Source: an optimization exercise on an open RTL-to-GDS flow (aim: small area, a short achievable clock period and few clock cycles). Production flows keep margins and buffers that such runs may drop. No functional check of the RTL was part of any run shown here. Power is estimated from default activity; no workload was simulated.

==> design.v <==
module bgfc_catalog_class (
    input  wire [7:0] class_id,
    output wire [11:0] cd
);
    assign cd[0] = (class_id == 8'h00);
    assign cd[1] = (class_id == 8'h01);
    assign cd[2] = (class_id == 8'h02);
    assign cd[3] = (class_id == 8'h03);
    assign cd[4] = (class_id == 8'h04);
    assign cd[5] = (class_id == 8'h05);
    assign cd[6] = (class_id == 8'h06);
    assign cd[7] = (class_id == 8'h07);
    assign cd[8] = (class_id == 8'h08);
    assign cd[9] = (class_id == 8'h0A);
    assign cd[10] = (class_id == 8'hFE);
    assign cd[11] = (class_id == 8'hFF);
endmodule
module bgfc_catalog_lookup (
    input  wire       is_event,
    input  wire [11:0] cd,
    input  wire [7:0] command_id,
    input  wire [2:0] rot,      
    output wire [1:0] hit,      
    output wire [4:0] idx,
    output wire [2:0] place,    
    output wire [3:0] t0,       
    output wire       nop1,     
    output wire       nop2,     
    output wire       e21       
);
    wire [31:0] m;
    assign m[0] = ~is_event & cd[4] & (command_id == 8'h01);
    assign m[1] = is_event & cd[4] & (command_id == 8'h02);
    assign m[2] = ~is_event & cd[0] & (command_id == 8'h01);
    assign m[3] = is_event & cd[6] & (command_id == 8'h00);
    assign m[4] = is_event & cd[7] & (command_id == 8'h03);
    assign m[5] = ~is_event & cd[0] & (command_id == 8'h00);
    assign m[6] = ~is_event & cd[0] & (command_id == 8'h02);
    assign m[7] = ~is_event & cd[0] & (command_id == 8'h03);
    assign m[8] = is_event & cd[0] & (command_id == 8'h00);
    assign m[9] = ~is_event & cd[1] & (command_id == 8'h00);
    assign m[10] = ~is_event & cd[1] & (command_id == 8'h01);
    assign m[11] = is_event & cd[1] & (command_id == 8'h00);
    assign m[12] = ~is_event & cd[2] & (command_id == 8'h00);
    assign m[13] = is_event & cd[2] & (command_id == 8'h00);
    assign m[14] = ~is_event & cd[3] & (command_id == 8'h00);
    assign m[15] = is_event & cd[3] & (command_id == 8'h00);
    assign m[16] = is_event & cd[3] & (command_id == 8'h04);
    assign m[17] = ~is_event & cd[4] & (command_id == 8'h00);
    assign m[18] = is_event & cd[4] & (command_id == 8'h00);
    assign m[19] = is_event & cd[6] & (command_id == 8'h01);
    assign m[20] = ~is_event & cd[6] & (command_id == 8'h03);
    assign m[21] = is_event & cd[6] & (command_id == 8'h04);
    assign m[22] = ~is_event & cd[5] & (command_id == 8'h00);
    assign m[23] = is_event & cd[5] & (command_id == 8'h00);
    assign m[24] = ~is_event & cd[7] & (command_id == 8'h00);
    assign m[25] = is_event & cd[7] & (command_id == 8'h01);
    assign m[26] = ~is_event & cd[8] & (command_id == 8'h02);
    assign m[27] = is_event & cd[8] & (command_id == 8'h02);
    assign m[28] = ~is_event & cd[11] & (command_id == 8'h00);
    assign m[29] = is_event & cd[9] & (command_id == 8'h05);
    assign m[30] = ~is_event & cd[9] & (command_id == 8'h05);
    assign m[31] = is_event & cd[10] & (command_id == 8'hFE);
    assign hit = {|m[31:16], |m[15:0]};
    assign idx[0] = m[1] | m[3] | m[5] | m[7] | m[9] | m[11] | m[13] | m[15] | m[17] | m[19] | m[21] | m[23] | m[25] | m[27] | m[29] | m[31];
    assign idx[1] = m[2] | m[3] | m[6] | m[7] | m[10] | m[11] | m[14] | m[15] | m[18] | m[19] | m[22] | m[23] | m[26] | m[27] | m[30] | m[31];
    assign idx[2] = m[4] | m[5] | m[6] | m[7] | m[12] | m[13] | m[14] | m[15] | m[20] | m[21] | m[22] | m[23] | m[28] | m[29] | m[30] | m[31];
    assign idx[3] = m[8] | m[9] | m[10] | m[11] | m[12] | m[13] | m[14] | m[15] | m[24] | m[25] | m[26] | m[27] | m[28] | m[29] | m[30] | m[31];
    assign idx[4] = m[16] | m[17] | m[18] | m[19] | m[20] | m[21] | m[22] | m[23] | m[24] | m[25] | m[26] | m[27] | m[28] | m[29] | m[30] | m[31];
    wire [7:0] lo;
    assign lo[0] = m[0] | m[8] | m[16] | m[24];
    assign lo[1] = m[1] | m[9] | m[17] | m[25];
    assign lo[2] = m[2] | m[10] | m[18] | m[26];
    assign lo[3] = m[3] | m[11] | m[19] | m[27];
    assign lo[4] = m[4] | m[12] | m[20] | m[28];
    assign lo[5] = m[5] | m[13] | m[21] | m[29];
    assign lo[6] = m[6] | m[14] | m[22] | m[30];
    assign lo[7] = m[7] | m[15] | m[23] | m[31];
    assign place = ({3{lo[0]}} & rot)
                 | ({3{lo[1]}} & (rot + 3'd1))
                 | ({3{lo[2]}} & (rot + 3'd2))
                 | ({3{lo[3]}} & (rot + 3'd3))
                 | ({3{lo[4]}} & (rot + 3'd4))
                 | ({3{lo[5]}} & (rot + 3'd5))
                 | ({3{lo[6]}} & (rot + 3'd6))
                 | ({3{lo[7]}} & (rot + 3'd7));
    assign t0[0] = ~(m[1] | m[6] | m[7] | m[8] | m[11] | m[12] | m[13] | m[14] | m[15] | m[16] | m[17] | m[18] | m[19] | m[22] | m[23] | m[24] | m[25] | m[28] | m[31]);
    assign t0[1] = ~(m[0] | m[1] | m[3] | m[4] | m[5] | m[7] | m[9] | m[10] | m[11] | m[12] | m[13] | m[14] | m[15] | m[16] | m[17] | m[18] | m[19] | m[21] | m[22] | m[23] | m[28] | m[29] | m[31]);
    assign t0[2] = ~(m[0] | m[1] | m[3] | m[5] | m[6] | m[7] | m[8] | m[9] | m[10] | m[11] | m[13] | m[14] | m[15] | m[16] | m[17] | m[18] | m[21] | m[22] | m[23] | m[25] | m[28] | m[29] | m[30]);
    assign t0[3] = ~(m[0] | m[1] | m[4] | m[5] | m[6] | m[7] | m[8] | m[9] | m[10] | m[11] | m[12] | m[13] | m[14] | m[15] | m[16] | m[17] | m[18] | m[19] | m[21] | m[22] | m[23] | m[24] | m[25] | m[28] | m[30] | m[31]);
    assign nop1 = m[20];
    assign nop2 = m[27];
    assign e21 = m[21];
endmodule
module bgfc_catalog_next (
    input  wire [4:0] idx,
    input  wire [3:0] k,
    output reg  [3:0] nxt
);
    always @(*) begin
        nxt = 4'd15;
        if (idx == 5'd1 && k == 4'd0) nxt = 4'd4;
        if (idx == 5'd1 && k == 4'd1) nxt = 4'd3;
        if (idx == 5'd1 && k == 4'd2) nxt = 4'd8;
        if (idx == 5'd4 && k == 4'd0) nxt = 4'd2;
        if (idx == 5'd4 && k == 4'd1) nxt = 4'd6;
        if (idx == 5'd5 && k == 4'd0) nxt = 4'd8;
        if (idx == 5'd7 && k == 4'd0) nxt = 4'd0;
        if (idx == 5'd7 && k == 4'd1) nxt = 4'd1;
        if (idx == 5'd7 && k == 4'd2) nxt = 4'd1;
        if (idx == 5'd7 && k == 4'd3) nxt = 4'd8;
        if (idx == 5'd8 && k == 4'd0) nxt = 4'd1;
        if (idx == 5'd8 && k == 4'd1) nxt = 4'd1;
        if (idx == 5'd8 && k == 4'd2) nxt = 4'd0;
        if (idx == 5'd8 && k == 4'd3) nxt = 4'd8;
        if (idx == 5'd10 && k == 4'd0) nxt = 4'd8;
        if (idx == 5'd11 && k == 4'd0) nxt = 4'd1;
        if (idx == 5'd11 && k == 4'd1) nxt = 4'd8;
        if (idx == 5'd14 && k == 4'd0) nxt = 4'd1;
        if (idx == 5'd15 && k == 4'd0) nxt = 4'd0;
        if (idx == 5'd15 && k == 4'd1) nxt = 4'd1;
        if (idx == 5'd15 && k == 4'd2) nxt = 4'd1;
        if (idx == 5'd15 && k == 4'd3) nxt = 4'd1;
        if (idx == 5'd15 && k == 4'd4) nxt = 4'd0;
        if (idx == 5'd16 && k == 4'd0) nxt = 4'd1;
        if (idx == 5'd17 && k == 4'd0) nxt = 4'd1;
        if (idx == 5'd18 && k == 4'd0) nxt = 4'd3;
        if (idx == 5'd18 && k == 4'd1) nxt = 4'd0;
        if (idx == 5'd18 && k == 4'd2) nxt = 4'd4;
        if (idx == 5'd18 && k == 4'd3) nxt = 4'd8;
        if (idx == 5'd19 && k == 4'd0) nxt = 4'd0;
        if (idx == 5'd19 && k == 4'd1) nxt = 4'd3;
        if (idx == 5'd19 && k == 4'd2) nxt = 4'd0;
        if (idx == 5'd19 && k == 4'd3) nxt = 4'd0;
        if (idx == 5'd19 && k == 4'd4) nxt = 4'd8;
        if (idx == 5'd21 && k == 4'd0) nxt = 4'd0;
        if (idx == 5'd22 && k == 4'd0) nxt = 4'd8;
        if (idx == 5'd23 && k == 4'd0) nxt = 4'd1;
        if (idx == 5'd23 && k == 4'd1) nxt = 4'd0;
        if (idx == 5'd23 && k == 4'd2) nxt = 4'd0;
        if (idx == 5'd23 && k == 4'd3) nxt = 4'd9;
        if (idx == 5'd24 && k == 4'd0) nxt = 4'd6;
        if (idx == 5'd24 && k == 4'd1) nxt = 4'd5;
        if (idx == 5'd24 && k == 4'd2) nxt = 4'd5;
        if (idx == 5'd24 && k == 4'd3) nxt = 4'd4;
        if (idx == 5'd24 && k == 4'd4) nxt = 4'd4;
        if (idx == 5'd24 && k == 4'd5) nxt = 4'd0;
        if (idx == 5'd25 && k == 4'd0) nxt = 4'd2;
        if (idx == 5'd25 && k == 4'd1) nxt = 4'd2;
        if (idx == 5'd25 && k == 4'd2) nxt = 4'd2;
        if (idx == 5'd25 && k == 4'd3) nxt = 4'd1;
        if (idx == 5'd25 && k == 4'd4) nxt = 4'd1;
        if (idx == 5'd25 && k == 4'd5) nxt = 4'd0;
        if (idx == 5'd25 && k == 4'd6) nxt = 4'd0;
        if (idx == 5'd28 && k == 4'd0) nxt = 4'd0;
        if (idx == 5'd28 && k == 4'd1) nxt = 4'd0;
        if (idx == 5'd28 && k == 4'd2) nxt = 4'd8;
        if (idx == 5'd30 && k == 4'd0) nxt = 4'd3;
        if (idx == 5'd31 && k == 4'd0) nxt = 4'd5;
        if (idx == 5'd31 && k == 4'd1) nxt = 4'd6;
    end
endmodule
module bgfc_rx (
    input  wire        clk,
    input  wire        rst,
    input  wire        unknown_fatal,
    input  wire        rx_valid,
    input  wire [7:0]  rx_data,
    output wire        rx_ready,
    input  wire        reg_valid,
    input  wire        reg_unreg,
    input  wire [1:0]  reg_dir,
    input  wire [7:0]  reg_class,
    input  wire [7:0]  reg_cmd,
    input  wire [7:0]  reg_tag,
    output reg         reg_done,
    output reg         reg_err,
    output reg         fld_valid,
    output reg  [3:0]  fld_index,
    output reg  [3:0]  fld_type,
    output reg         fld_elem,
    output reg  [47:0] fld_data,
    output reg         done_valid,
    output wire [3:0]  done_status,
    output wire        done_event,
    output wire [7:0]  done_class,
    output wire [7:0]  done_cmd,
    output wire [10:0] done_len,
    output reg         done_handled,
    output reg  [7:0]  done_tag,
    output wire [10:0] done_cur,
    output wire [3:0]  done_fidx,
    output reg  [8:0]  done_need,
    output wire        halted
);
    localparam [3:0] I_U8 = 4'd0, I_END = 4'd15;
    localparam [3:0] T_U8 = 4'd0, T_NOPAY = 4'd7;
    reg        rdy;
    reg        iv;
    reg  [7:0] ib;
    wire       acc = rx_valid & rdy;
    assign rx_ready = rdy;
    reg        h0, h1, h2, h3, pl;      
    reg        ev_t;                    
    reg  [2:0] lh_t;
    reg        ev;
    reg  [10:0] len;
    reg  [7:0] cls, cmd;
    reg        z;                       
    reg  [1:0] hit2;
    wire       hit = |hit2;
    reg  [11:0] cd;                     
    reg        st_mal, st_unk;          
    reg  [4:0] idx;
    reg        err;
    reg  [3:0] ty;                      
    reg  [3:0] fidx;
    reg  [3:0] dfidx;                   
    reg  [2:0] bp;                      
    reg        abody;                   
    reg  [7:0] acnt;                    
    reg  [10:0] rem;                    
    reg  [10:0] cur;                    
    reg        inc;                     
    reg        npend;                   
    reg        spend;                   
    reg        n2;                      
    reg        fin;                     
    reg        hlt;
    reg        rop1, run, rok;          
    reg        sv [0:31];
    reg  [7:0] st [0:31];
    reg  [2:0] ph;
    reg  [4:0] pos;                     
    reg        rw;                      
    assign halted      = hlt;
    assign done_status = {1'b0, st_mal, st_unk, st_unk};
    assign done_event  = ev;
    assign done_class  = cls;
    assign done_cmd    = cmd;
    assign done_len    = len;
    assign done_cur    = cur;
    assign done_fidx   = dfidx;
    wire [1:0] lk_hit;
    wire       lk_nop1, lk_nop2, lk_e21;
    wire [4:0] lk_idx;
    wire [3:0] lk_t0;
    wire [2:0] lk_place;
    wire [11:0] cd_n;
    bgfc_catalog_class u_class (
        .class_id (reg_valid ? reg_class : ib),
        .cd       (cd_n)
    );
    bgfc_catalog_lookup u_lookup (
        .is_event   (ev_t),
        .cd         (cd),
        .command_id (ib),
        .rot        (ph + 3'd1),
        .place      (lk_place),
        .hit        (lk_hit),
        .idx        (lk_idx),
        .t0         (lk_t0),
        .nop1       (lk_nop1),
        .nop2       (lk_nop2),
        .e21        (lk_e21)
    );
    wire [3:0] nxt;
    bgfc_catalog_next u_next (
        .idx  (idx),
        .k    (fidx),
        .nxt  (nxt)
    );
    reg        e21;                     
    wire       skip = e21 & (fidx == 4'd0);
    wire       t_fix  = ~ty[3];
    wire       t_arr  = ty[3] & ~ty[2];
    wire       t_end  = ty[3] & ty[2];
    wire       t_u16a = ty[3] & ~ty[2] & ty[0];
    wire       t_sgn  = ~ty[3] & ty[2];
    wire [1:0] wc     = ty[1:0];
    wire [3:0] tw     = (wc == 2'd0) ? 4'd1 : (wc == 2'd1) ? 4'd2 :
                        (wc == 2'd2) ? 4'd4 : 4'd6;
    wire       pb     = iv & pl;                   
    wire       live   = ~err;             
    wire       last   = (rem == 11'd1);
    wire       rhz    = (rem[10:3] == 8'd0);
    wire       few    = rhz & ((wc == 2'd1) ? (rem[2:1] == 2'b00) :
                               (wc == 2'd2) ? ~rem[2] :
                               (wc == 2'd3) ? ~(rem[2] & rem[1]) : 1'b0);
    wire       cnt_big = (rem[10:8] == 3'd0) && (ib >= rem[7:0]);
    wire       cnt_odd = t_u16a & ib[0];
    wire       e_last = abody ? (~ty[0] | bp[0]) :
                        (wc == 2'd0) | ((wc == 2'd1) & bp[0]) |
                        ((wc == 2'd2) & bp[1] & bp[0]) | ((wc == 2'd3) & bp[2] & bp[0]);
    wire       x_el    = pb & (t_fix | abody);          
    wire       x_cnt   = pb & t_arr & ~abody;           
    wire       d_el    = x_el & live;
    wire       d_cnt   = x_cnt & live;
    wire       d_left  = pb & live & t_end;             
    wire       d_short = d_el & ~abody & (bp == 3'd0) & few;
    wire       d_cbad  = d_cnt & (cnt_big | cnt_odd);
    wire       e_done  = d_el & e_last;
    wire       f_done  = (e_done & (~abody | (acnt == 8'd1))) | (d_cnt & (ib == 8'd0));
    wire       d_err   = d_left | d_short | d_cbad;
    wire       nop_cls = (~ev_t & cd[6]) | (ev_t & cd[8]);
    wire       f_err   = fin & live & ~t_end;           
    integer i;
    reg [47:0] fd_n;
    reg        ext;
    always @(posedge clk) begin
        ib <= reg_valid ? reg_cmd : rx_data;
        iv <= ~rst & acc;
        if (iv & h0) begin
            ev_t <= ib[7];
            lh_t <= ib[2:0];
        end
        if (rst) begin
            ev  <= 1'b0;
            len <= 11'd0;
            cls <= 8'd0;
            cmd <= 8'd0;
        end else begin
            if (iv & h1) begin
                ev  <= ev_t;
                len <= {lh_t, ib};
            end
            if (iv & h2)
                cls <= ib;
            if (iv & h3)
                cmd <= ib;
        end
        if ((iv & h2) | reg_valid)
            cd <= cd_n;
        if (reg_valid)
            ev_t <= reg_dir[1];
        if (rst) begin
            h0 <= 1'b1; h1 <= 1'b0; h2 <= 1'b0; h3 <= 1'b0; pl <= 1'b0;
        end else if (iv) begin
            if (h0) begin h0 <= 1'b0; h1 <= 1'b1; end
            if (h1) begin h1 <= 1'b0; h2 <= 1'b1; end
            if (h2) begin h2 <= 1'b0; h3 <= 1'b1; end
            if (h3) begin h3 <= 1'b0; if (z) h0 <= 1'b1; else pl <= 1'b1; end
            if (pl & last) begin pl <= 1'b0; h0 <= 1'b1; end
        end
        if (iv & h1) begin
            rem <= {lh_t, ib};
            z   <= ({lh_t, ib} == 11'd0);
        end else if (pb)
            rem <= rem - 11'd1;
        if ((iv & h3) | rop1) begin
            hit2 <= lk_hit;
            e21  <= lk_e21;
            idx <= lk_idx;
            pos <= {lk_idx[4:3], lk_place};
        end else
            pos[2:0] <= pos[2:0] + 3'd1;
        ph <= rst ? 3'd0 : ph + 3'd1;
        inc <= pb & live;
        if (iv & h3)
            cur <= 11'd0;
        else if (inc & ~err)
            cur <= cur + 11'd1;
        if (iv & h3) begin
            err   <= 1'b0;
            fidx  <= lk_nop2 ? 4'd2 : (lk_nop1 ? 4'd1 : 4'd0);
            ty    <= lk_t0;
            bp    <= 3'd0;
            abody <= 1'b0;
            npend <= 1'b0;
        end else begin
            if (d_err | f_err)
                err <= 1'b1;
            if (d_el)
                bp <= e_last ? 3'd0 : bp + 3'd1;
            if (d_cnt & (ib != 8'd0))
                abody <= 1'b1;
            if (f_done) begin
                abody <= 1'b0;
                ty    <= nxt;
                fidx  <= skip ? 4'd2 : fidx + 4'd1;
                npend <= skip & ~last;
            end else if (pb)
                npend <= 1'b0;
        end
        if (rst)
            done_need <= 9'd0;
        else if (d_cnt) begin
            done_need[8:1] <= ({1'b0, ib} + 9'd1) >> 1;
            done_need[0]   <= ~ib[0] | (cnt_odd & ~cnt_big);
        end else if (d_left)
            done_need <= 9'd0;
        else if (d_short | f_err)
            done_need <= t_arr ? 9'd1 : {5'd0, tw};
        if (reg_valid)
            acnt <= reg_tag;
        else if (pb & npend)
            acnt <= ib;
        else if (x_cnt)
            acnt <= ib;
        else if (x_el & abody)
            acnt <= acnt - 8'd1;
        fd_n = fld_data;
        ext  = ~abody & t_sgn & ib[7];
        if (x_cnt) begin
            fd_n = {40'd0, ib};
        end else if (x_el) begin
            for (i = 0; i < 6; i = i + 1) begin
                if (bp == i)
                    fd_n[8*i +: 8] = ib;
                else if (e_last && i > bp)
                    fd_n[8*i +: 8] = {8{ext}};
            end
        end
        fld_index <= fidx;
        fld_type  <= ty[3] ? ty : {1'b0, ty[1:0], ty[2]};
        fld_elem  <= abody;
        if (pb & npend) begin
            fd_n = 48'd0;
            fld_index <= 4'd1;
            fld_type  <= T_NOPAY;
            fld_elem  <= 1'b0;
        end else if (spend) begin
            fd_n = {40'd0, acnt};
            fld_index <= 4'd2;
            fld_type  <= T_U8;
            fld_elem  <= 1'b0;
        end else if ((iv & h3) | n2) begin
            fd_n = 48'd0;
            fld_index <= {3'd0, n2};
            fld_type  <= T_NOPAY;
            fld_elem  <= 1'b0;
        end
        fld_data <= fd_n;
        spend     <= ~rst & pb & npend;
        n2        <= ~rst & iv & h3 & z & lk_nop2;
        fld_valid <= ~rst & (e_done | d_cnt | spend | (iv & h3 & z & nop_cls) | n2);
        fin        <= ~rst & ((pb & last) | (iv & h3 & z));
        done_valid <= ~rst & fin;
        dfidx      <= fidx;
        st_mal     <= hit & (err | f_err);
        st_unk     <= ~hit;
        done_handled <= sv[pos];
        done_tag     <= st[pos];
        if (rst)
            hlt <= 1'b0;
        else if (fin & ~hit & unknown_fatal)
            hlt <= 1'b1;
        if (rst)
            rdy <= 1'b1;
        else
            rdy <= ~hlt & ~(fin & ~hit & unknown_fatal)
                 & (~unknown_fatal | (~acc & ~iv & ~fin));
        rop1 <= ~rst & reg_valid;
        if (reg_valid) begin
            run <= reg_unreg;
            rok <= reg_dir[1] ^ reg_dir[0];
        end
        reg_done <= ~rst & rw & (~(hit & rok) | (pos[2:0] == 3'd7));
        reg_err  <= ~(hit & rok);
        if (rst)
            rw <= 1'b0;
        else if (rop1)
            rw <= 1'b1;
        else if (~(hit & rok) | (pos[2:0] == 3'd7))
            rw <= 1'b0;
        for (i = 0; i < 32; i = i + 1) begin
            if (i % 8 == 0 && rw && hit && rok && pos == i + 7) begin
                sv[i] <= ~rst & ~run;
                st[i] <= acnt;
            end else begin
                sv[i] <= ~rst & sv[i - i % 8 + (i + 7) % 8];
                st[i] <= st[i - i % 8 + (i + 7) % 8];
            end
        end
    end
endmodule
==> run.sh <==
#!/bin/bash
# synth_recipe.tcl (not shown) runs the flow's synth.tcl, then flattens the netlist and writes it again
# the make line also repeats each setting of config.mk as NAME=value (left out here)
make -C /OpenROAD-flow-scripts/flow DESIGN_CONFIG=/design/flow/config.mk WORK_HOME=/design/flow/orfs CLKGATE_MAP_FILE= SYNTH_SCRIPT=/design/flow/synth_recipe.tcl finish
==> config.mk <==
export PLATFORM = sky130hd
export DESIGN_NAME = bgfc_rx
export DESIGN_NICKNAME = bgfc_rx
export VERILOG_FILES = /design/flow/design.v
export SDC_FILE = /design/flow/constraint.sdc
export NUM_CORES = 4
export LEC_CHECK = 0
export CAP_MARGIN = 20
export CORE_MARGIN = 2
export CORE_UTILIZATION = 40
export CTS_CLUSTER_DIAMETER = 60
export CTS_CLUSTER_SIZE = 25
export SETUP_SLACK_MARGIN = 4.5
export SLEW_MARGIN = 20
==> constraint.sdc <==
create_clock -name core_clock -period 7.0 [get_ports {clk}]
set_input_delay 1.4000 -clock core_clock [delete_from_list [all_inputs] [get_ports {clk}]]
set_output_delay 1.4000 -clock core_clock [all_outputs]
set_load 0.01 [all_outputs]
==> results of run 1 <==
==> cells in the mapped netlist, drive strengths merged (7+ instances only) <==
| master | n | share of area, % |
|---|---|---|
| nand2b | 26 | 0.83 |
| nor2 | 207 | 4.0 |
| nand2 | 175 | 3.3 |
| a22o | 15 | 0.67 |
| and4 | 7 | 0.31 |
| inv | 35 | 0.67 |
| o22ai | 9 | 0.29 |
| dfxtp | 446 | 45 |
| nor3 | 52 | 1.5 |
| and2 | 15 | 0.48 |
| xnor2 | 21 | 0.93 |
| ha | 31 | 2.0 |
| mux2 | 57 | 3.3 |
| a31oi | 26 | 0.83 |
| a21oi | 119 | 3.0 |
| a32oi | 23 | 1.0 |
| o21ai | 85 | 2.2 |
| nand4 | 27 | 0.86 |
| nor3b | 12 | 0.46 |
| mux2i | 24 | 1.2 |
| clkbuf | 107 | 2.0 |
| o211ai | 8 | 0.30 |
| a221oi | 17 | 0.76 |
| a22oi | 80 | 3.0 |
| nand3 | 49 | 1.2 |
| and3 | 13 | 0.41 |
| a211oi | 54 | 2.1 |
| or3 | 12 | 0.41 |
| nor2b | 53 | 1.7 |
| nor4 | 17 | 0.54 |
| xor2 | 11 | 0.49 |
| buf | 27 | 0.64 |
| edfxtp | 54 | 8.2 |
==> what timing repair did <==
item	CTS	global route
gates cloned	1	4
resized for setup	658	79
buffers inserted	39	23
setup endpoints to repair	248	110
pin swaps	6	13
==> per-stage QoR <==
step | instance area, um^2 | util, % | power [W]
3_5_place_dp | 21900 | 44.9 | 0.00374
6_report | 24000 | 49.2 | 0.00617
4_1_cts | 23400 | 47.9 | 0.00614
5_1_grt | 24000 | 49.1 | 0.00634
2_1_floorplan | 19700 | - | 0.00344
3_3_place_gp | 21900 | 44.9 | 0.00374
==> layer usage <==
| metal | vias up | wire [um] | global-route usage (%) |
|---|---|---|---|
| met3 | 189 | 5790 | 5.46 |
| met4 | 0 | 2870 | 10.1 |
| met1 | 8173 | 29300 | 34.5 |
| met2 | 797 | 30700 | 41.1 |
| li1 | 7704 | - | - |
| met5 | - | 0 | 0 |
==> layout make-up <==
class / count / share of cell area, %
flip-flops and latches: 500 / 44.5
repair buffers: 261 / 8.07
clock inverters: 25 / 1.43
diodes: 2 / 0.0209
multi-input cells: 1356 / 37.6
inverters: 36 / 0.595
well taps: 664 / 3.47
clock buffers: 42 / 4.30
==> worst register-to-register path: stages (launching register included) <==
cell      delay [ns]
dfxtp_1         0.37
ha_2            0.33
buf_4           0.27
nand2b_1        0.23
nor2_1          0.63
a221oi_1        0.17
nand4_1         0.14
nor4_1          0.06
a21oi_1         0.21
==> worst paths after layout <==
path | start | endpoint | depth (start not counted)
worst max-delay path | pos[1] | done_tag[6] | 8
worst min-delay path | st[25][4] | st[26][4] | 0
worst max register to register | pos[1] | done_tag[6] | 8
worst min register to register | st[25][4] | st[26][4] | 0
==> sequential cells by signal (all words and copies together), names as in the netlist, 5 cells and up <==
signal,count
st,256
fld_data,48
sv,32
cd,12
cur,11
len,11
rem,11
done_need,9
acnt,8
cls,8
cmd,8
done_tag,8
ib,8
pos,5
==> power by group through the flow <==
stage / combinational [W] / clock (W) / sequential (W)
after global placement: 0.000628 / 0 / 0.00311
final: 0.000719 / 0.00241 / 0.00304
after floorplan: 0.000354 / 0 / 0.00308
after detailed placement: 0.000632 / 0 / 0.00311
after global routing: 0.000751 / 0.00255 / 0.00305
after CTS: 0.000664 / 0.00245 / 0.00303
==> cell families after synthesis <==
kind of cell,Yosys count,share of synthesized area (%)
AOI/OAI and AO/OA,511,17.7
xor gates and xnor gates,32,1.42
adders and majority gates,32,2.02
buffers and inverters,170,3.37
DFF,500,53.5
muxes,81,4.48
other,1,0.0190
and+or+nand+nor,699,17.5
==> results by group, run 1 <==
Clocking
  – Root buffer cell: clkbuf_16
  – Clk sinks: 500
  – Clock latency on the worst-skew pair: 0.59 ns
  – Hold-fix buffers, CTS: 0
  – Clock-pin slew on the worst setup and hold paths: 0.09 ns
  – Clk buf depth: 3
  – Number of clock buffers inserted by TritonCTS: 38
  – TritonCTS clock tree: done
  – H-Tree Depth: 2

Drt
  – Post-route ant nets: 0
  – DR WL/cell: 23.8 um
  – Vias per cell: 5.84
  – Initial DRC count: 1,686
  – First-pass DRT Iterations: 5
  – Final wirelength: 68,700 um
  – DRC Markers: 0
  – Vias: 16,863

Placement
  – Placed cell count: 2,750
  – Post-DP HPWL: 44,900 um
  – Input/output buffers: 166
  – Dpl ws: 3.75 ns
  – GPL Wtd Cong: 0.924

Synth
  – Ys Warns: 4
  – Syn Std Cell Area: 0.0197 mm^2
  – Seq/Total Area, Yosys: 53.5%
  – Synth Register Bits: 500
  – Post-synth EDFFs: 54
  – Syn avg cell area: 9.73 um^2
  – Cell variety after synth: 85
  – Syn_nets: 2,097
  – Commonest register cell after synthesis: dfxtp_1
  – Ys async rst share: 0%
  – Synthesized instance count: 2,026

Finish
  – Most common cell after layout, fill and taps aside: dfxtp_1
  – Cell Count, Final, Fillers Out: 2,886
  – Area grow syn2layout: 21.6%
  – Seq. cell area: 0.0107 mm^2
  – Multi-input logic area: 0.00900 mm^2
  – Fillers: 4,567
  – Final #Nets: 2,264
  – Layout cells sized above 1: 24.1%
  – Most frequent cells in the layout: dfxtp_1 (361), nor2_1 (190), nand2_1 (172), buf_2 (120), a21oi_1 (116)

Timing
  – WHS: 0.323 ns
  – Worst Clk Skew: 0.0273 ns
  – Final hold viol count: 0
  – RSZ-0062 raised after global routing: yes
  – Final worst path period need: 2.49 ns
  – Final setup violation count: 0
  – Pins Over Slew Limit: 0
  – Final WS setup: 4.51 ns
  – Final worst-path cycle share: 35.6%
  – Final TNS setup: 0 ns
  – F_max: 402 MHz
  – Slew @ Worst Pin: 1.08 ns
  – Relative slew slack: 27.9%

Job
  – MaxCap Viol Count: 0

Global route
  – Initial antenna violation count: 4
  – Global-route wire length before repair: 101,000 um
  – GRT Overall Usage: 25.9%
  – Vias in the first global route: 16,226
  – Pin count of the biggest net entering global routing: 85
  – Gr ovfl total: 0

Floorplan
  – Die height: 226 um
  – Io pins: 168
  – Core area: 0.0487 mm^2
  – Initial Util: 40.4%
  – Die width: 226 um
  – Die Area: 0.0511 mm^2
  – Cell row count: 81

Worst setup path
  – CP bufs+invs: 1
  – Minimum setup slack among reg-to-reg paths: 4.51 ns
  – Kind of critical path: reg2reg
  – Required @ worst endpoint: 7.49 ns
  – Crit-path slowest cell: nor2_1
  – Crit path max fanout: 11
  – CP Launch Type: flip-flop
  – Crit. End Element: flip-flop
  – Top delay family on crit path: simple AND/OR/NAND/NOR gates
  – Crit-path max cell delay: 0.63 ns
  – Crit path DAT: 2.98 ns
  – Crit-path cells: ha_2 > buf_4 > nand2b_1 > nor2_1 > a221oi_1 > nand4_1 > nor4_1 > a21oi_1

Outcome
  – Status: complete, no violations

Pwr
  – Flop pwr share: 49.2%
  – Clk network pwr share: 39.1%
  – Internal power: 0.00445 W
  – Sw frac: 28.0%
  – Combinational share of power: 11.6%
  – Power Density: 258 mW/mm^2
  – VDD IR max: 0.000174 V
  – Static leakage: 9.02 nW
  – NetSw: 0.00173 W

Hold path
  – Hold Crit Class: reg2reg
==> inputs of run 2 (changes only) <==
--- a/design.v
+++ b/design.v
@@ -97,66 +97,89 @@
     input  wire [3:0] k,
-    output reg  [3:0] nxt
+    output wire [3:0] nxt
 );
+    reg        lastf;
+    reg  [3:0] t;
     always @(*) begin
-        nxt = 4'd15;
-        if (idx == 5'd1 && k == 4'd0) nxt = 4'd4;
-        if (idx == 5'd1 && k == 4'd1) nxt = 4'd3;
-        if (idx == 5'd1 && k == 4'd2) nxt = 4'd8;
-        if (idx == 5'd4 && k == 4'd0) nxt = 4'd2;
-        if (idx == 5'd4 && k == 4'd1) nxt = 4'd6;
-        if (idx == 5'd5 && k == 4'd0) nxt = 4'd8;
-        if (idx == 5'd7 && k == 4'd0) nxt = 4'd0;
-        if (idx == 5'd7 && k == 4'd1) nxt = 4'd1;
-        if (idx == 5'd7 && k == 4'd2) nxt = 4'd1;
-        if (idx == 5'd7 && k == 4'd3) nxt = 4'd8;
-        if (idx == 5'd8 && k == 4'd0) nxt = 4'd1;
-        if (idx == 5'd8 && k == 4'd1) nxt = 4'd1;
-        if (idx == 5'd8 && k == 4'd2) nxt = 4'd0;
-        if (idx == 5'd8 && k == 4'd3) nxt = 4'd8;
-        if (idx == 5'd10 && k == 4'd0) nxt = 4'd8;
-        if (idx == 5'd11 && k == 4'd0) nxt = 4'd1;
-        if (idx == 5'd11 && k == 4'd1) nxt = 4'd8;
-        if (idx == 5'd14 && k == 4'd0) nxt = 4'd1;
-        if (idx == 5'd15 && k == 4'd0) nxt = 4'd0;
-        if (idx == 5'd15 && k == 4'd1) nxt = 4'd1;
-        if (idx == 5'd15 && k == 4'd2) nxt = 4'd1;
-        if (idx == 5'd15 && k == 4'd3) nxt = 4'd1;
-        if (idx == 5'd15 && k == 4'd4) nxt = 4'd0;
-        if (idx == 5'd16 && k == 4'd0) nxt = 4'd1;
-        if (idx == 5'd17 && k == 4'd0) nxt = 4'd1;
-        if (idx == 5'd18 && k == 4'd0) nxt = 4'd3;
-        if (idx == 5'd18 && k == 4'd1) nxt = 4'd0;
-        if (idx == 5'd18 && k == 4'd2) nxt = 4'd4;
-        if (idx == 5'd18 && k == 4'd3) nxt = 4'd8;
-        if (idx == 5'd19 && k == 4'd0) nxt = 4'd0;
-        if (idx == 5'd19 && k == 4'd1) nxt = 4'd3;
-        if (idx == 5'd19 && k == 4'd2) nxt = 4'd0;
-        if (idx == 5'd19 && k == 4'd3) nxt = 4'd0;
-        if (idx == 5'd19 && k == 4'd4) nxt = 4'd8;
-        if (idx == 5'd21 && k == 4'd0) nxt = 4'd0;
-        if (idx == 5'd22 && k == 4'd0) nxt = 4'd8;
-        if (idx == 5'd23 && k == 4'd0) nxt = 4'd1;
-        if (idx == 5'd23 && k == 4'd1) nxt = 4'd0;
-        if (idx == 5'd23 && k == 4'd2) nxt = 4'd0;
-        if (idx == 5'd23 && k == 4'd3) nxt = 4'd9;
-        if (idx == 5'd24 && k == 4'd0) nxt = 4'd6;
-        if (idx == 5'd24 && k == 4'd1) nxt = 4'd5;
-        if (idx == 5'd24 && k == 4'd2) nxt = 4'd5;
-        if (idx == 5'd24 && k == 4'd3) nxt = 4'd4;
-        if (idx == 5'd24 && k == 4'd4) nxt = 4'd4;
-        if (idx == 5'd24 && k == 4'd5) nxt = 4'd0;
-        if (idx == 5'd25 && k == 4'd0) nxt = 4'd2;
-        if (idx == 5'd25 && k == 4'd1) nxt = 4'd2;
-        if (idx == 5'd25 && k == 4'd2) nxt = 4'd2;
-        if (idx == 5'd25 && k == 4'd3) nxt = 4'd1;
-        if (idx == 5'd25 && k == 4'd4) nxt = 4'd1;
-        if (idx == 5'd25 && k == 4'd5) nxt = 4'd0;
-        if (idx == 5'd25 && k == 4'd6) nxt = 4'd0;
-        if (idx == 5'd28 && k == 4'd0) nxt = 4'd0;
-        if (idx == 5'd28 && k == 4'd1) nxt = 4'd0;
-        if (idx == 5'd28 && k == 4'd2) nxt = 4'd8;
-        if (idx == 5'd30 && k == 4'd0) nxt = 4'd3;
-        if (idx == 5'd31 && k == 4'd0) nxt = 4'd5;
-        if (idx == 5'd31 && k == 4'd1) nxt = 4'd6;
+        case (idx)
+            5'd0: lastf = (k == 4'd0);
+            5'd1: lastf = (k == 4'd3);
+            5'd2: lastf = (k == 4'd0);
+            5'd3: lastf = (k == 4'd0);
+            5'd4: lastf = (k == 4'd2);
+            5'd5: lastf = (k == 4'd1);
+            5'd6: lastf = (k == 4'd0);
+            5'd7: lastf = (k == 4'd4);
+            5'd8: lastf = (k == 4'd4);
+            5'd9: lastf = (k == 4'd0);
+            5'd10: lastf = (k == 4'd1);
+            5'd11: lastf = (k == 4'd2);
+            5'd12: lastf = (k == 4'd0);
+            5'd13: lastf = (k == 4'd0);
+            5'd14: lastf = (k == 4'd1);
+            5'd15: lastf = (k == 4'd5);
+            5'd16: lastf = (k == 4'd1);
+            5'd17: lastf = (k == 4'd1);
+            5'd18: lastf = (k == 4'd4);
+            5'd19: lastf = (k == 4'd5);
+            5'd20: lastf = (k == 4'd0);
+            5'd21: lastf = (k == 4'd2);
+            5'd22: lastf = (k == 4'd1);
+            5'd23: lastf = (k == 4'd4);
+            5'd24: lastf = (k == 4'd6);
+            5'd25: lastf = (k == 4'd7);
+            5'd26: lastf = (k == 4'd0);
+            5'd27: lastf = (k == 4'd0);
+            5'd28: lastf = (k == 4'd3);
+            5'd29: lastf = (k == 4'd0);
+            5'd30: lastf = (k == 4'd1);
+            5'd31: lastf = (k == 4'd2);
+        endcase
     end
+    always @(*) begin
+        t = 4'd0;
+        if (idx == 5'd1 && k == 4'd0) t = t | 4'd4;
+        if (idx == 5'd1 && k == 4'd1) t = t | 4'd3;
+        if (idx == 5'd1 && k == 4'd2) t = t | 4'd8;
+        if (idx == 5'd4 && k == 4'd0) t = t | 4'd2;
+        if (idx == 5'd4 && k == 4'd1) t = t | 4'd6;
+        if (idx == 5'd5 && k == 4'd0) t = t | 4'd8;
+        if (idx == 5'd7 && k == 4'd1) t = t | 4'd1;
+        if (idx == 5'd7 && k == 4'd2) t = t | 4'd1;
+        if (idx == 5'd7 && k == 4'd3) t = t | 4'd8;
+        if (idx == 5'd8 && k == 4'd0) t = t | 4'd1;
+        if (idx == 5'd8 && k == 4'd1) t = t | 4'd1;
+        if (idx == 5'd8 && k == 4'd3) t = t | 4'd8;
+        if (idx == 5'd10 && k == 4'd0) t = t | 4'd8;
+        if (idx == 5'd11 && k == 4'd0) t = t | 4'd1;
+        if (idx == 5'd11 && k == 4'd1) t = t | 4'd8;
+        if (idx == 5'd14 && k == 4'd0) t = t | 4'd1;
+        if (idx == 5'd15 && k == 4'd1) t = t | 4'd1;
+        if (idx == 5'd15 && k == 4'd2) t = t | 4'd1;
+        if (idx == 5'd15 && k == 4'd3) t = t | 4'd1;
+        if (idx == 5'd16 && k == 4'd0) t = t | 4'd1;
+        if (idx == 5'd17 && k == 4'd0) t = t | 4'd1;
+        if (idx == 5'd18 && k == 4'd0) t = t | 4'd3;
+        if (idx == 5'd18 && k == 4'd2) t = t | 4'd4;
+        if (idx == 5'd18 && k == 4'd3) t = t | 4'd8;
+        if (idx == 5'd19 && k == 4'd1) t = t | 4'd3;
+        if (idx == 5'd19 && k == 4'd4) t = t | 4'd8;
+        if (idx == 5'd22 && k == 4'd0) t = t | 4'd8;
+        if (idx == 5'd23 && k == 4'd0) t = t | 4'd1;
+        if (idx == 5'd23 && k == 4'd3) t = t | 4'd9;
+        if (idx == 5'd24 && k == 4'd0) t = t | 4'd6;
+        if (idx == 5'd24 && k == 4'd1) t = t | 4'd5;
+        if (idx == 5'd24 && k == 4'd2) t = t | 4'd5;
+        if (idx == 5'd24 && k == 4'd3) t = t | 4'd4;
+        if (idx == 5'd24 && k == 4'd4) t = t | 4'd4;
+        if (idx == 5'd25 && k == 4'd0) t = t | 4'd2;
+        if (idx == 5'd25 && k == 4'd1) t = t | 4'd2;
+        if (idx == 5'd25 && k == 4'd2) t = t | 4'd2;
+        if (idx == 5'd25 && k == 4'd3) t = t | 4'd1;
+        if (idx == 5'd25 && k == 4'd4) t = t | 4'd1;
+        if (idx == 5'd28 && k == 4'd2) t = t | 4'd8;
+        if (idx == 5'd30 && k == 4'd0) t = t | 4'd3;
+        if (idx == 5'd31 && k == 4'd0) t = t | 4'd5;
+        if (idx == 5'd31 && k == 4'd1) t = t | 4'd6;
+    end
+    assign nxt = lastf ? 4'd15 : t;
 endmodule
@@ -316,17 +339,10 @@
         end
-        if (rst) begin
-            ev  <= 1'b0;
-            len <= 11'd0;
-            cls <= 8'd0;
-            cmd <= 8'd0;
-        end else begin
-            if (iv & h1) begin
-                ev  <= ev_t;
-                len <= {lh_t, ib};
-            end
-            if (iv & h2)
-                cls <= ib;
-            if (iv & h3)
-                cmd <= ib;
+        if (iv & h1) begin
+            ev  <= ev_t;
+            len <= {lh_t, ib};
         end
+        if (iv & h2)
+            cls <= ib;
+        if (iv & h3)
+            cmd <= ib;
         if ((iv & h2) | reg_valid)
@@ -384,5 +400,3 @@
         end
-        if (rst)
-            done_need <= 9'd0;
-        else if (d_cnt) begin
+        if (d_cnt) begin
             done_need[8:1] <= ({1'b0, ib} + 9'd1) >> 1;
==> run 2 against run 1 <==
  * Critical path type is now reg2out
  * Hold slack improved by 0.0046 ns
  * Clock-buffer cell count fell by 2
  * Maximum frequency fell by 1.6%
  * Synthesized area fell by 1.2%
  * Register-to-register slack got worse by 0.03 ns
  * Clock skew rose by 0.017 ns
  * Largest power group unchanged
  * Sequential power rose by 2%
  * Core utilization fell by 0.68 points
==> results by group, run 2 <==
Clocking
  – TritonCTS clock tree: done (unchanged)
  – Clock latency on the worst-skew pair: 0.59 ns (about the same)
  – Clk buf depth: 3 (unchanged)
  – Root buffer cell: clkbuf_16 (unchanged)
  – H-Tree Depth: 2 (unchanged)
  – Hold-fix buffers, CTS: 0 (unchanged)
  – Clk sinks: 500 (unchanged)
  – Clock-pin slew on the worst setup and hold paths: 0.09 ns (about the same)
  – Number of clock buffers inserted by TritonCTS: 37 (was 38)

Worst setup path
  – Reg2Reg Capture Point: ty[3] (was done_tag[6])
  – Worst reg-to-reg path cell count: 9 (was 8)
  – Crit path DAT: 1.13 ns (was 2.98 ns)
  – CP Launch Type: flip-flop (unchanged)
  – Crit path max fanout: 1 (was 11)
  – CP bufs+invs: 1 (unchanged)
  – Crit-path slowest cell: edfxtp_1 (was nor2_1)
  – Minimum setup slack among reg-to-reg paths: 4.48 ns (was 4.51 ns)
  – Crit-path max cell delay: 0.39 ns (was 0.63 ns)
  – Kind of critical path: reg2out (was reg2reg)
  – Required @ worst endpoint: 5.60 ns (was 7.49 ns)
  – Crit. End Element: primary output (was flip-flop)
  – Crit-path cells: buf_2 (was ha_2 > buf_4 > nand2b_1 > nor2_1 > a221oi_1 > nand4_1 > nor4_1 > a21oi_1)
  – Worst r2r src: ib[5] (was pos[1])
  – Top delay family on crit path: flip-flops (was simple AND/OR/NAND/NOR gates)

Pwr
  – Static leakage: 8.77 nW (was 9.02 nW)
  – Sw frac: 28.1% (was 28.0%)
  – Flop pwr share: 50.6% (was 49.2%)
  – Clk network pwr share: 37.2% (was 39.1%)
  – VDD IR max: 0.000163 V (was 0.000174 V)
  – NetSw: 0.00173 W (about the same)
  – Internal power: 0.00441 W (was 0.00445 W)
  – Final Power: 0.00614 W (was 0.00617 W)
  – Combinational share of power: 12.2% (was 11.6%)
  – Power Density: 264 mW/mm^2 (was 258 mW/mm^2)

Global route
  – Pin count of the biggest net entering global routing: 53 (was 85)
  – GRT Overall Usage: 24.5% (was 25.9%)
  – Gr ovfl total: 0 (unchanged)
  – Vias in the first global route: 15,301 (was 16,226)
  – Global-route wire length before repair: 94,700 um (was 101,000 um)
  – Initial antenna violation count: 4 (unchanged)

Floorplan
  – Initial Util: 40.6% (was 40.4%)
  – Die width: 225 um (was 226 um)
  – Die height: 225 um (was 226 um)
  – Cell row count: 80 (was 81)
  – Io pins: 168 (unchanged)
  – Die Area: 0.0505 mm^2 (was 0.0511 mm^2)
  – Core area: 0.0479 mm^2 (was 0.0487 mm^2)

Hold path
  – Hold path start: st[2][6] (was st[25][4])
  – Hold Crit Class: reg2reg (unchanged)
  – Hold endpoint: st[3][6] (was st[26][4])
  – Hold depth: 0 (unchanged)

Finish
  – Most frequent cells in the layout: dfxtp_1 (346), nor2_1 (163), nand2_1 (128), a21oi_1 (118), buf_2 (105) (was dfxtp_1 (361), nor2_1 (190), nand2_1 (172), buf_2 (120), a21oi_1 (116))
  – Final instance area: 0.0232 mm^2 (was 0.0240 mm^2)
  – Seq. cell area: 0.0110 mm^2 (was 0.0107 mm^2)
  – Fillers: 4,445 (was 4,567)
  – Multi-input logic area: 0.00824 mm^2 (was 0.00900 mm^2)
  – Top reg by flops: st (unchanged)
  – Most common cell after layout, fill and taps aside: dfxtp_1 (unchanged)
  – Area grow syn2layout: 19.3% (was 21.6%)
  – Max reg flops: 256 (unchanged)
  – Final #Nets: 2,133 (was 2,264)
  – Layout cells sized above 1: 24.1% (about the same)
  – Core Util, Final: 48.5% (was 49.2%)
  – Largest regs: st x256, fld_data x48, sv x32 (unchanged)

Timing
  – RSZ-0062 raised after global routing: yes (unchanged)
  – Final TNS setup: 0 ns (unchanged)
  – Final setup violation count: 0 (unchanged)
  – Final worst-path cycle share: 36.2% (was 35.6%)
  – Final hold viol count: 0 (unchanged)
  – Final WS setup: 4.47 ns (was 4.51 ns)
  – Worst Clk Skew: 0.0446 ns (was 0.0273 ns)
  – Relative slew slack: 36.9% (was 27.9%)
  – F_max: 395 MHz (was 402 MHz)
  – Pins Over Slew Limit: 0 (unchanged)
  – Final worst path period need: 2.53 ns (was 2.49 ns)
  – Slew @ Worst Pin: 0.943 ns (was 1.08 ns)

Drt
  – DR WL/cell: 23.4 um (was 23.8 um)
  – Post-route ant nets: 0 (unchanged)
  – First-pass DRT Iterations: 6 (was 5)
  – DRC Markers: 0 (unchanged)
  – Initial DRC count: 1,831 (was 1,686)
  – Final wirelength: 63,300 um (was 68,700 um)
  – Vias: 15,877 (was 16,863)
  – Vias per cell: 5.87 (was 5.84)

Synth
  – Synth Register Bits: 500 (unchanged)
  – Most common cell in the netlist: dfxtp_1 (unchanged)
  – Top post-synthesis cells by count: dfxtp_1 (409), nor2_1 (186), nand2_1 (133) (was dfxtp_1 (446), nor2_1 (206), nand2_1 (175))
  – Syn_nets: 1,960 (was 2,097)
  – Commonest register cell after synthesis: dfxtp_1 (unchanged)
  – Post-synth EDFFs: 91 (was 54)
  – Seq/Total Area, Yosys: 56.1% (was 53.5%)
  – Largest cells by area after synthesis: dfxtp_1 (42%), edfxtp_1 (14%), nor2_1 (3.6%) (was dfxtp_1 (45%), edfxtp_1 (8.2%), nor2_1 (3.9%))
  – Ys async rst share: 0% (unchanged)
  – Area leader, netlist: dfxtp_1 (unchanged)
  – Cell variety after synth: 88 (was 85)
  – Ys Warns: 4 (unchanged)
  – Syn avg cell area: 10.3 um^2 (was 9.73 um^2)
  – Synth top area share: 42.0% (was 45.3%)
  – Synthesized instance count: 1,889 (was 2,026)
  – Syn Std Cell Area: 0.0195 mm^2 (was 0.0197 mm^2)

Placement
  – Post-DP HPWL: 43,000 um (was 44,900 um)
  – Dpl ws: 3.87 ns (was 3.75 ns)
  – GPL Wtd Cong: 0.944 (was 0.924)
  – Input/output buffers: 166 (unchanged)
  – Placed instance area: 0.0216 mm^2 (was 0.0219 mm^2)

Job
  – MaxCap Viol Count: 0 (unchanged)

Outcome
  – Status: complete, no violations (unchanged)
## run 2: changes by cell type in the layout (fill, tap and decap cells not counted), moves of 12 or more
cell,before,now
nor3_1,42,26
dfxtp_2,78,62
a211oi_1,50,16
a31oi_1,25,13
o211ai_1,8,47
edfxtp_1,54,91
nor2_1,190,163
o21ai_0,81,60
nand2_1,172,128
dfxtp_1,361,346
buf_2,120,105
## run 2: power groups by stage
stage               sequential, W  clock (W)  combinational, W
finish                    0.00310    0.00228          0.000748
global route              0.00312    0.00242          0.000794
CTS                       0.00310    0.00232          0.000699
detailed placement        0.00318          0          0.000679
global placement          0.00317          0          0.000675
floorplan                 0.00315          0          0.000376
## run 2: metrics by stage
stage	cells	hold WS, ns
2_1_floorplan	1889	0.324
3_3_place_gp	2577	0.330
3_5_place_dp	2577	0.335
4_1_cts	2675	0.334
5_1_grt	2705	0.332
6_report	2707	0.328
## run 2: kinds of logic (layout without fill, tap and decap cells)
kind of cell	count (synthesis)	in the layout	share of synthesized area (%)
xor+xnor	37	37	1.66
mux	67	67	3.91
compound gates	483	484	17.2
other cells	1	3	0.0193
fa+ha+maj	31	31	1.99
simple gates	620	620	15.8
buf+inv	150	350	3.35
flops	500	500	56.1
## run 2: how the worst max path moves through the flow
stage,slack (ns),start,to,depth (start not counted)
floorplan,4.52,reg_valid,ev_t,3
global placement,3.93,pos[4],done_handled,8
detailed placement,3.87,pos[4],done_tag[4],8
CTS,4.46,done_need[5],done_need[5],1
global route,4.38,pos[0],done_tag[5],9
finish,4.47,done_need[5],done_need[5],1
## run 2: layout make-up
class	instances	area share [%]
flip-flops and latches	500	47.3
multi-input cells	1240	35.4
repair buffers	247	7.66
clock buffers	40	4.17
well taps	615	3.31
clock inverters	27	1.46
inverters	36	0.598
diodes	2	0.0215
## run 2: per-layer routing
metal / track usage [%] / vias to the layer above / wire length [um]
li1: - / 7247 / -
met1: 33.2 / 7678 / 26700
met4: 10.1 / 6 / 2140
met5: 0 / - / 39
met3: 5.66 / 142 / 6080
met2: 37.8 / 804 / 28300
## run 2: timing repair
item                                    CTS  global route
pin swaps                                 5             3
cloned                                    0             2
endpoints found under the setup margin  225           147
resized for setup                       617            70
buffers inserted                         31            28
==> inputs of run 3 (changes only) <==
--- a/config.mk
+++ b/config.mk
@@ -12,3 +12,3 @@
 export CTS_CLUSTER_SIZE = 25
-export SETUP_SLACK_MARGIN = 4.5
+export SETUP_SLACK_MARGIN = 5.0
 export SLEW_MARGIN = 20
==> run 3 against run 2 <==
  * Still clean
  * Power grew 6.8%
  * First-iteration DRC count rose by 18%
  * Synthesized area unchanged
  * Routed wire length rose by 9.5%
  * Non-clock buffer count grew 136
  * Combinational power is 31% higher
  * Register-to-register slack improved by 0.03 ns
  * Clock skew down 0.0055 ns
  * Sequential power is 1% higher
==> results by group, run 3 <==
Floorplan
  – Die width: 225 um (unchanged)
  – Core area: 0.0479 mm^2 (unchanged)
  – Cell row count: 80 (unchanged)
  – Initial Util: 40.6% (unchanged)
  – Io pins: 168 (unchanged)
  – Die height: 225 um (unchanged)
  – Die Area: 0.0505 mm^2 (unchanged)

Timing
  – F_max: 396 MHz (was 395 MHz)
  – Worst Clk Skew: 0.0391 ns (was 0.0446 ns)
  – Final setup violation count: 0 (unchanged)
  – Final hold viol count: 0 (unchanged)
  – Pins Over Slew Limit: 0 (unchanged)
  – Relative slew slack: 54.1% (was 36.9%)
  – Final WS setup: 4.48 ns (was 4.47 ns)
  – Final TNS setup: 0 ns (unchanged)
  – RSZ-0062 raised after global routing: yes (unchanged)
  – Slew @ Worst Pin: 0.687 ns (was 0.943 ns)
  – Final worst-path cycle share: 36.1% (was 36.2%)
  – Final worst path period need: 2.52 ns (was 2.53 ns)

Finish
  – Area grow syn2layout: 36.4% (was 19.3%)
  – Most frequent cells in the layout: dfxtp_1 (309), buf_4 (149), nor2_1 (148), buf_6 (137), nand2_1 (119) (was dfxtp_1 (346), nor2_1 (163), nand2_1 (128), a21oi_1 (118), buf_2 (105))
  – Largest regs: st x256, fld_data x48, sv x32 (unchanged)
  – Layout cells sized above 1: 36.8% (was 24.1%)
  – Core Util, Final: 55.4% (was 48.5%)
  – Most common cell after layout, fill and taps aside: dfxtp_1 (unchanged)
  – Top reg by flops: st (unchanged)
  – Final #Nets: 2,278 (was 2,133)
  – Max reg flops: 256 (unchanged)

Synth
  – Seq/Total Area, Yosys: 56.1% (unchanged)
  – Cell variety after synth: 88 (unchanged)
  – Most common cell in the netlist: dfxtp_1 (unchanged)
  – Top post-synthesis cells by count: dfxtp_1 (409), nor2_1 (186), nand2_1 (133) (unchanged)
  – Synthesized instance count: 1,889 (unchanged)
  – Syn Std Cell Area: 0.0195 mm^2 (unchanged)
  – Ys Warns: 4 (unchanged)
  – Area leader, netlist: dfxtp_1 (unchanged)
  – Syn_nets: 1,960 (unchanged)
  – Ys async rst share: 0% (unchanged)
  – Post-synth EDFFs: 91 (unchanged)
  – Synth top area share: 42.0% (unchanged)
  – Commonest register cell after synthesis: dfxtp_1 (unchanged)
  – Largest cells by area after synthesis: dfxtp_1 (42%), edfxtp_1 (14%), nor2_1 (3.6%) (unchanged)
  – Synth Register Bits: 500 (unchanged)
  – Syn avg cell area: 10.3 um^2 (unchanged)

Hold path
  – Hold depth: 0 (unchanged)
  – Hold Crit Class: reg2reg (unchanged)

Drt
  – Final wirelength: 69,300 um (was 63,300 um)
  – Initial DRC count: 2,166 (was 1,831)
  – Vias per cell: 5.93 (was 5.87)
  – First-pass DRT Iterations: 6 (unchanged)
  – Vias: 16,920 (was 15,877)
  – DR WL/cell: 24.3 um (was 23.4 um)
  – DRC Markers: 0 (unchanged)
  – Post-route ant nets: 0 (unchanged)

Global route
  – Vias in the first global route: 16,375 (was 15,301)
  – Pin count of the biggest net entering global routing: 51 (was 53)
  – Gr ovfl total: 0 (unchanged)
  – GRT Overall Usage: 26.4% (was 24.5%)
  – Global-route wire length before repair: 102,000 um (was 94,700 um)
  – Initial antenna violation count: 5 (was 4)

Worst setup path
  – Crit path DAT: 1.12 ns (was 1.13 ns)
  – Required @ worst endpoint: 5.60 ns (about the same)
  – Top delay family on crit path: flip-flops (unchanged)
  – Crit-path cells: buf_2 (unchanged)
  – Crit-path max cell delay: 0.39 ns (about the same)
  – Crit-path slowest cell: edfxtp_1 (unchanged)
  – Worst reg-to-reg path cell count: 8 (was 9)
  – Kind of critical path: reg2out (unchanged)
  – CP bufs+invs: 1 (unchanged)
  – Crit. path cell count: 1 (unchanged)
  – Crit. End Element: primary output (unchanged)
  – CP Launch Type: flip-flop (unchanged)
  – Crit path max fanout: 1 (unchanged)

Outcome
  – Status: complete, no violations (unchanged)

Pwr
  – Static leakage: 10.1 nW (was 8.77 nW)
  – Final Power: 0.00655 W (was 0.00614 W)
  – VDD IR max: 0.000187 V (was 0.000163 V)
  – Power Density: 247 mW/mm^2 (was 264 mW/mm^2)

Clocking
  – Number of clock buffers inserted by TritonCTS: 40 (was 37)
  – Clk sinks: 500 (unchanged)
  – TritonCTS clock tree: done (unchanged)
  – Hold-fix buffers, CTS: 0 (unchanged)
  – Clock-pin slew on the worst setup and hold paths: 0.08 ns (was 0.09 ns)
  – H-Tree Depth: 2 (unchanged)
  – Root buffer cell: clkbuf_16 (unchanged)
  – Clock latency on the worst-skew pair: 0.60 ns (was 0.59 ns)
  – Clk buf depth: 3 (unchanged)

Placement
  – Input/output buffers: 166 (unchanged)
  – Dpl ws: 3.62 ns (was 3.87 ns)
  – GPL Wtd Cong: 0.986 (was 0.944)
  – Post-DP HPWL: 43,600 um (was 43,000 um)

Job
  – MaxCap Viol Count: 0 (unchanged)
## run 3: timing repair
| item | in CTS | in global routing |
|---|---|---|
| gates resized for setup | 980 | 150 |
| gates cloned | 8 | 2 |
| setup endpoints to repair | 356 | 267 |
| hold endpoints to repair | 0 | 0 |
| pin swaps | 79 | 73 |
| setup buffers | 130 | 64 |
## run 3: metrics by stage
step           hold slack, ns  std cells  cell area (um^2)
2_1_floorplan           0.324       1889             19700
3_3_place_gp            0.330       2576             21700
3_5_place_dp            0.336       2576             21700
4_1_cts                 0.337       2787             25300
5_1_grt                 0.343       2853             26600
6_report                0.335       2854             26600
## run 3: routing by layer
layer | global-route usage [%] | part of all wire [%] | up-vias
met3 | 6.88 | 10 | 191
met5 | 0 | 0.040 | -
met2 | 41.5 | 45 | 1017
met1 | 35.3 | 41 | 8141
li1 | - | - | 7567
met4 | 8.78 | 3.4 | 4
## run 3: path summary, 6_finish.rpt
check | startpoint | end | slack (ns)
setup / recovery | done_need[6] | done_need[6] | 4.48
hold / removal | st[29][6] | st[30][6] | 0.34
setup reg to reg | pos[3] | ty[3] | 4.51
hold reg to reg | st[29][6] | st[30][6] | 0.34
## run 3: kinds of logic (layout without fill, tap and decap cells)
| family | count (synthesis) | in the layout | synth area share, % |
|---|---|---|---|
| AOI/OAI and AO/OA | 483 | 485 | 17.2 |
| xor gates and xnor gates | 37 | 37 | 1.66 |
| adders and majority gates | 31 | 31 | 1.99 |
| buffers and inverters | 150 | 492 | 3.35 |
| DFF | 500 | 500 | 56.1 |
| muxes | 67 | 67 | 3.91 |
| other | 1 | 2 | 0.0193 |
| and+or+nand+nor | 620 | 625 | 15.8 |
## run 3: cell type report
type	count	area (um^2)
fill	3999	21400
sequential	500	11100
multi-input combinational	1246	9530
timing repair buffer	383	3630
clock buffer	42	1020
tap	615	769
clock inverter	31	394
inverter	36	156
antenna	1	2.50
## run 3: report_power, final
part / switching, W / internal [W] / total [W]
registers: 0.000107 / 0.00303 / 0.00314
clock network: 0.00127 / 0.00116 / 0.00243
logic: 0.000568 / 0.000413 / 0.000981
==> inputs of run 4 (changes only) <==
--- a/config.mk
+++ b/config.mk
@@ -12,3 +12,3 @@
 export CTS_CLUSTER_SIZE = 25
-export SETUP_SLACK_MARGIN = 5.0
+export SETUP_SLACK_MARGIN = 4.2
 export SLEW_MARGIN = 20
==> run 4 against run 3 <==
  * Power fell by 5.7%
  * Clock-buffer cell count up 1
  * Sequential cell count did not move
  * Register-to-register slack got worse by 0.22 ns
  * Clock skew grew 0.014 ns
  * Die area unchanged
  * Largest power group unchanged
  * Highest routed layer unchanged
==> results by group, run 4 <==
Synth
  – Top post-synthesis cells by count: dfxtp_1 (409), nor2_1 (186), nand2_1 (133) (unchanged)
  – Syn_nets: 1,960 (unchanged)
  – Largest cells by area after synthesis: dfxtp_1 (42%), edfxtp_1 (14%), nor2_1 (3.6%) (unchanged)
  – Most common cell in the netlist: dfxtp_1 (unchanged)
  – Synth Register Bits: 500 (unchanged)
  – Ys Warns: 4 (unchanged)
  – Syn Std Cell Area: 0.0195 mm^2 (unchanged)
  – Commonest register cell after synthesis: dfxtp_1 (unchanged)
  – Syn avg cell area: 10.3 um^2 (unchanged)
  – Ys async rst share: 0% (unchanged)
  – Seq/Total Area, Yosys: 56.1% (unchanged)
  – Post-synth EDFFs: 91 (unchanged)
  – Area leader, netlist: dfxtp_1 (unchanged)
  – Synthesized instance count: 1,889 (unchanged)
  – Cell variety after synth: 88 (unchanged)
  – Synth top area share: 42.0% (unchanged)

Worst setup path
  – Crit-path cells: dlygate4sd2_1 (was buf_2)
  – Crit. path cell count: 1 (unchanged)
  – CP Launch Type: flip-flop (unchanged)
  – Worst reg-to-reg path cell count: 7 (was 8)
  – Required @ worst endpoint: 5.60 ns (about the same)
  – Top delay family on crit path: flip-flops (unchanged)
  – CP bufs+invs: 1 (unchanged)
  – Kind of critical path: reg2out (unchanged)
  – Crit-path max cell delay: 0.41 ns (was 0.39 ns)
  – Crit-path slowest cell: dfxtp_1 (was edfxtp_1)
  – Crit path DAT: 1.31 ns (was 1.12 ns)
  – Crit. End Element: primary output (unchanged)
  – Crit path max fanout: 1 (unchanged)

Global route
  – Initial antenna violation count: 2 (was 5)
  – Pin count of the biggest net entering global routing: 54 (was 51)
  – Vias in the first global route: 15,329 (was 16,375)
  – Global-route wire length before repair: 95,600 um (was 102,000 um)
  – Gr ovfl total: 0 (unchanged)
  – GRT Overall Usage: 24.8% (was 26.4%)

Finish
  – Area grow syn2layout: 18.2% (was 36.4%)
  – Final #Nets: 2,081 (was 2,278)
  – Most common cell after layout, fill and taps aside: dfxtp_1 (unchanged)
  – Max reg flops: 256 (unchanged)
  – Most frequent cells in the layout: dfxtp_1 (401), nor2_1 (174), nand2_1 (131), dlygate4sd2_1 (127), a21oi_1 (119) (was dfxtp_1 (309), buf_4 (149), nor2_1 (148), buf_6 (137), nand2_1 (119))
  – Largest regs: st x256, fld_data x48, sv x32 (unchanged)
  – Layout cells sized above 1: 11.2% (was 36.8%)
  – Top reg by flops: st (unchanged)
  – Fillers: 4,394 (was 3,999)

Clocking
  – Clk sinks: 500 (unchanged)
  – Clk buf depth: 3 (unchanged)
  – Root buffer cell: clkbuf_16 (unchanged)
  – TritonCTS clock tree: done (unchanged)
  – H-Tree Depth: 2 (unchanged)
  – Clock latency on the worst-skew pair: 0.60 ns (about the same)
  – Clock-pin slew on the worst setup and hold paths: 0.10 ns (was 0.08 ns)
  – Number of clock buffers inserted by TritonCTS: 37 (was 40)

Floorplan
  – Io pins: 168 (unchanged)
  – Initial Util: 40.6% (unchanged)
  – Core area: 0.0479 mm^2 (unchanged)
  – Die height: 225 um (unchanged)
  – Cell row count: 80 (unchanged)
  – Die Area: 0.0505 mm^2 (unchanged)
  – Die width: 225 um (unchanged)

Drt
  – DR WL/cell: 23.8 um (was 24.3 um)
  – First-pass DRT Iterations: 7 (was 6)
  – Post-route ant nets: 0 (unchanged)
  – Vias per cell: 5.93 (about the same)
  – Vias: 15,741 (was 16,920)
  – Initial DRC count: 1,916 (was 2,166)
  – DRC Markers: 0 (unchanged)
  – Final wirelength: 63,200 um (was 69,300 um)

Job
  – MaxCap Viol Count: 0 (unchanged)

Pwr
  – Static leakage: 8.69 nW (was 10.1 nW)
  – Power Density: 269 mW/mm^2 (was 247 mW/mm^2)
  – VDD IR max: 0.000150 V (was 0.000187 V)

Timing
  – F_max: 368 MHz (was 396 MHz)
  – Final worst-path cycle share: 38.8% (was 36.1%)
  – Pins Over Slew Limit: 0 (unchanged)
  – Final setup violation count: 0 (unchanged)
  – Final hold viol count: 0 (unchanged)
  – Final WS setup: 4.29 ns (was 4.48 ns)
  – Final worst path period need: 2.71 ns (was 2.52 ns)
  – Relative slew slack: 24.4% (was 54.1%)
  – Final TNS setup: 0 ns (unchanged)
  – RSZ-0062 raised after global routing: yes (unchanged)
  – Worst Clk Skew: 0.0530 ns (was 0.0391 ns)
  – Slew @ Worst Pin: 1.13 ns (was 0.687 ns)

Placement
  – Input/output buffers: 166 (unchanged)
  – GPL Wtd Cong: 0.929 (was 0.986)
  – Dpl ws: 3.68 ns (was 3.62 ns)
  – Post-DP HPWL: 44,100 um (was 43,600 um)

Hold path
  – Hold Crit Class: reg2reg (unchanged)
  – Hold depth: 0 (unchanged)

Outcome
  – Status: complete, no violations (unchanged)
==> run 4: cell types whose count changed in the layout (fill, tap and decap cells not counted), sizes merged, moves of 2 or more <==
cell / previous run / this run
dlygate4sd2: 2 / 127
clkdlybuf4s50: 30 / 37
clkinv: 12 / 6
clkinvlp: 3 / 1
buf: 345 / 31
bufinv: 0 / 2
inv: 52 / 50
dlymetal6s2s: 2 / 0
==> run 4: cell type report <==
class | count | area, um^2 | area share [%]
diodes | 2 | 5.00 | 0.0217
clock buffers | 43 | 1010 | 4.39
clock inverters | 23 | 342 | 1.48
inverters | 36 | 135 | 0.587
multi-input cells | 1239 | 8060 | 35.0
flip-flops and latches | 500 | 10900 | 47.5
well taps | 615 | 769 | 3.34
repair buffers | 196 | 1760 | 7.65
==> run 4: path summary, 6_finish.rpt <==
check	from	to	slack, ns
max reg2reg	pos[3]	done_tag[0]	4.29
min	st[21][4]	st[22][4]	0.33
max	done_tag[4]	done_tag[4]	4.29
min reg2reg	st[21][4]	st[22][4]	0.33
==> run 4: timing repair <==
| item | in CTS | in global routing |
|---|---|---|
| setup endpoints to repair | 209 | 63 |
| pin swaps | 0 | 1 |
| gates cloned | 0 | 0 |
| hold buffers | 0 | 0 |
| setup buffers | 5 | 3 |
| gates resized for setup | 153 | 28 |
==> run 4: kinds of logic after synthesis <==
| logic type | synth area share (%) |
|---|---|
| xor+xnor | 1.66 |
| flops | 56.1 |
| buf+inv | 3.35 |
| fa+ha+maj | 1.99 |
| simple gates | 15.8 |
| compound gates | 17.2 |
| other cells | 0.0193 |
| mux | 3.91 |
==> run 4: routing by layer <==
| metal | global-route usage (%) | routed length (um) | vias up |
|---|---|---|---|
| met5 | 0 | 16 | - |
| met1 | 33.8 | 27500 | 7648 |
| met3 | 5.85 | 5730 | 150 |
| met4 | 9.08 | 2210 | 2 |
| li1 | - | - | 7144 |
| met2 | 38.3 | 27800 | 797 |
==> run 4: power breakdown <==
group | internal (W) | switching [W]
clock | 0.00119 | 0.00118
sequential | 0.00302 | 0.000111
combinational | 0.000238 | 0.000441
total | 0.00445 | 0.00173
==> run 4: stage by stage <==
stage,instance area [um^2],instances,util (%),power (W),hold WS (ns)
floorplan,19500,1889,-,0.00353,0.324
global placement,21600,2576,45.0,0.00387,0.329
detailed placement,21600,2578,45.0,0.00387,0.335
CTS,22900,2649,47.7,0.00619,0.333
global route,23000,2652,48.0,0.00637,0.329
finish,23000,2654,48.0,0.00618,0.329

==> separate check: timing with driven ports <==
In the flow no input, the clock included, has a driving cell. The finished layouts below were timed again as built, in two steps. Step 1 assumes that a clkbuf_16 drives the clock port and a buf_2 every other input. Step 2 times the ports against the registers' clock, not the clock port: input delays grow and output delays shrink by t, the midpoint of the rising clock arrivals with the driver on. Slacks: ideal / step 1 / step 2; pairs: ideal / step 1.
run	t (ns)	slack for setup (ns)	worst register clock-pin slew, ns	worst data-port slew with drivers (ns)
run 1	0.627	4.510 / 4.464 / 4.115	0.09 / 0.09	0.10
run 2	0.615	4.469 / 4.414 / 4.038	0.09 / 0.09	0.09
run 3	0.641	4.476 / 4.420 / 4.404	0.09 / 0.09	0.08
run 4	0.626	4.285 / 4.231 / 3.947	0.10 / 0.10	0.08
After both steps every run listed still meets setup and hold. For run 2, which loses most, drivers alone change the setup slack by -0.055 ns; drivers and shift together by -0.431 ns.
